Context: an optimization exercise on an open-source flow, tuned for small area. The choices shown serve that exercise and are no tape-out recipe. Only simulation tests tie the RTL to the original design; equivalence was not proved. The clock input has no modelled driver; a real chip could not lean on it and would need a root buffer or a full tree. Power is estimated from default activity; no workload was simulated.

== run 1 ==
==> flow/design.v (excerpt) <==
module rc5_decoder (
    input  wire        clk,
    input  wire        rst,           
    input  wire        req_valid,
    input  wire [35:0] req,
    input  wire [31:0] LOW_BOUND,
    input  wire [31:0] HIGH_BOUND,
    output wire [16:0] rsp,
    output wire        available,
    output wire        evt_en,
    output wire        tick_clr
);
==> flow/config.mk <==
export PLATFORM = sky130hd
export DESIGN_NAME = rc5_decoder
export DESIGN_NICKNAME = rc5_decoder
export VERILOG_FILES = /design/flow/design.v
export SDC_FILE = /design/flow/constraint.sdc
export NUM_CORES = 4
export LEC_CHECK = 0
export CAP_MARGIN = 20
export CORE_MARGIN = 2
export CORE_UTILIZATION = 40
export SLEW_MARGIN = 20
export SYNTH_HIERARCHICAL = 1
export SYNTH_MINIMUM_KEEP_SIZE = 0
==> flow/constraint.sdc <==
create_clock -name core_clock -period 8.0 [get_ports {clk}]
set_input_delay 1.6000 -clock core_clock [delete_from_list [all_inputs] [get_ports {clk}]]
set_output_delay 1.6000 -clock core_clock [all_outputs]
set_load 0.01 [all_outputs]
standard.sh (not shown) runs the stock make flow with config.mk's settings and CLKGATE_MAP_FILE= SYNTH_SCRIPT=/design/flow/synth_recipe.tcl, a recipe that flattens the netlist after the stock synthesis.
==> flow/flow/run.sh <==
#!/bin/bash
# The standard layout (standard.sh, standard synthesis script), with:
#  * DONT_USE_CELLS: the platform's list plus the larger drive strengths of
#    the logic cells (flow/dont_use.txt), so that synthesis maps the
#    single-gate modules of the RTL to the smallest cells;
#  * port buffers of the smallest buffer cell (buf_1) instead of the cell
#    buffer_ports picks by default;
#  * a clock tree of clkbuf_4 cells, one sink cluster and no dummy loads,
#    which flow/post_cts.tcl (run at the end of the CTS step) collapses to
#    its root buffer, sized to clkbuf_8, driving all 16 registers.
# The whole output of the flow goes to standard_flow.log; ORFS keeps each
# step's log under orfs/logs/.
set -euo pipefail
here=$(cd "$(dirname "$0")" && pwd)
DONT_USE=$(cat "$here/dont_use.txt")
CTS="-sink_clustering_enable -repair_clock_nets -dont_use_dummy_load"
CTS="$CTS -buf_list sky130_fd_sc_hd__clkbuf_4 -root_buf sky130_fd_sc_hd__clkbuf_4"
CTS="$CTS -sink_clustering_buffer sky130_fd_sc_hd__clkbuf_4"
CTS="$CTS -sink_clustering_size 30 -sink_clustering_max_diameter 300"
bash standard.sh "DONT_USE_CELLS=$DONT_USE" \
    "BUFFER_PORTS_ARGS=-buffer_cell sky130_fd_sc_hd__buf_1" \
    "CTS_ARGS=$CTS" "POST_CTS_TCL=$here/post_cts.tcl" finish > standard_flow.log 2>&1
==> flow/flow/post_cts.tcl <==
# Run by the CTS step after clock_tree_synthesis (POST_CTS_TCL): collapse
# the two-level clock tree built for these 16 registers to its root
# buffer, sized up to clkbuf_8, which then drives every register.
set db    [ord::get_db]
set block [ord::get_db_block]
set clk_port_net [$block findNet clk]
set roots {}
foreach it [$clk_port_net getITerms] {
  lappend roots [$it getInst]
}
if { [llength $roots] == 1 } {
  set root [lindex $roots 0]
  set root_net [[$root findITerm X] getNet]
  set leaves {}
  foreach it [$root_net getITerms] {
    set inst [$it getInst]
    if { [$it isInputSignal] && [string match "*clkbuf*" [[$inst getMaster] getName]] } {
      lappend leaves $inst
    }
  }
  foreach inst $leaves {
    set leaf_net [[$inst findITerm X] getNet]
    set sinks {}
    foreach s [$leaf_net getITerms] {
      if { [$s isInputSignal] } { lappend sinks $s }
    }
    foreach s $sinks {
      $s disconnect
      $s connect $root_net
    }
    puts "post_cts: removed [$inst getName] ([[$inst getMaster] getName]), [llength $sinks] sinks moved to [$root_net getName]"
    odb::dbInst_destroy $inst
    odb::dbNet_destroy $leaf_net
  }
  $root swapMaster [$db findMaster sky130_fd_sc_hd__clkbuf_8]
  puts "post_cts: root [$root getName] is now [[$root getMaster] getName]"
  detailed_placement
  check_placement -verbose
  estimate_parasitics -placement
  report_clock_skew
  report_worst_slack -max
  report_worst_slack -min
} else {
  puts "post_cts: clock port drives [llength $roots] cells, left as it is"
}
Other scripts of this flow, unchanged in this note and not shown: flow/flow/dont_use.txt
Run 1 reached the final stage; the timing, DRC and antenna checks on its layout passed.
Input-level comparison between run 2 and run 1:
- setting SETUP_SLACK_MARGIN to -1.0 for the first time
- changing SLEW_MARGIN from 20 to 0
- changing CAP_MARGIN from 20 to 0
==> flow/flow/run.sh <==
#!/bin/bash
# The standard layout (standard.sh, standard synthesis script), with:
#  * DONT_USE_CELLS: the platform's list plus the larger drive strengths of
#    the logic cells (flow/dont_use.txt), so that synthesis maps the
#    single-gate modules of the RTL to the smallest cells;
#  * port buffers of the smallest buffer cell (buf_1) instead of the cell
#    buffer_ports picks by default;
#  * a clock tree of clkbuf_4 cells, one sink cluster and no dummy loads.
# The whole output of the flow goes to standard_flow.log; ORFS keeps each
# step's log under orfs/logs/.
set -euo pipefail
here=$(cd "$(dirname "$0")" && pwd)
DONT_USE=$(cat "$here/dont_use.txt")
CTS="-sink_clustering_enable -repair_clock_nets -dont_use_dummy_load"
CTS="$CTS -buf_list sky130_fd_sc_hd__clkbuf_4 -root_buf sky130_fd_sc_hd__clkbuf_4"
CTS="$CTS -sink_clustering_buffer sky130_fd_sc_hd__clkbuf_4"
CTS="$CTS -sink_clustering_size 30 -sink_clustering_max_diameter 300"
bash standard.sh "DONT_USE_CELLS=$DONT_USE" \
    "BUFFER_PORTS_ARGS=-buffer_cell sky130_fd_sc_hd__buf_1" \
    "CTS_ARGS=$CTS" finish > standard_flow.log 2>&1
removed: flow/flow/post_cts.tcl
==> comparison <==
- Diff run 1..run 2 | multi-input combinational gate total | unchanged
- The lower vias after detailed routing of run 2 and run 1 is in run 1.
- Diff run 1 -> run 2 | global-route usage over all layers | decrease of 0.81 points
- Run 2: share of total power in the clock network is 3.7 points higher than what run 1 reported.
- [compare] base=run 1 new=run 2: post-route standard cell area excluding fillers went down 0.60%; layout buffer count excluding clock buffers went down about 0.8%; final period utilization went up 2.7 points.
Changes in run 3 relative to run 2:
- changing SETUP_SLACK_MARGIN from -1.0 to -0.3
Findings:
- Run 3 has worst setup slack above what run 2 had.
- Utilization sits higher in run 3 than in run 2.
- Every stage of the flow completed for run 3, and the final layout passed the timing, DRC and antenna checks.
- Comparing run 3 against run 2, there is no change at all in synthesized instance count.
- Comparing run 3 with run 2, the met3 wirelength from detailed routing came out essentially unchanged.
- The run showing the greater multi-input logic portion of the cell area is run 2.
- Vias after detailed routing up about 0.3% in run 3 wrt run 2
- As of run 3, total wire length had risen slightly compared to run 2.
- Pin slew with the least headroom to its limit up 0.027 ns in run 3 wrt run 2
- Looking at run 3 and run 2, the power is a wash.
- Against run 2, final routed wire length divided by cell count in run 3 rose slightly.

-- re-timing with driven ports --
No port has a modelled driver above. Below, the same layouts with a new extraction and two added sets of constraints. Step 1 assumes that a clkbuf_16 drives the clock port and a buf_2 every other input. Step 2 times the ports against the registers' clock, not the clock port: input delays grow and output delays shrink by t, the midpoint of the rising clock arrivals with the driver on. a / b / c = ideal ports / drivers / drivers and shift; a / b = the first two.
run	shift t [ns]	setup slack, ns	hold WS [ns]	worst setup path at the end	cell pins on the clock port's net
run 1	0.168	0.662 / 0.650 / 0.483	0.510 / 0.510 / 0.510	input to register	1
run 2	0.288	0.443 / 0.428 / 0.140	0.511 / 0.511 / 0.511	input to register	1
run 3	0.288	0.486 / 0.472 / 0.183	0.506 / 0.506 / 0.506	input to register	1
After both steps every run listed still meets setup and hold.
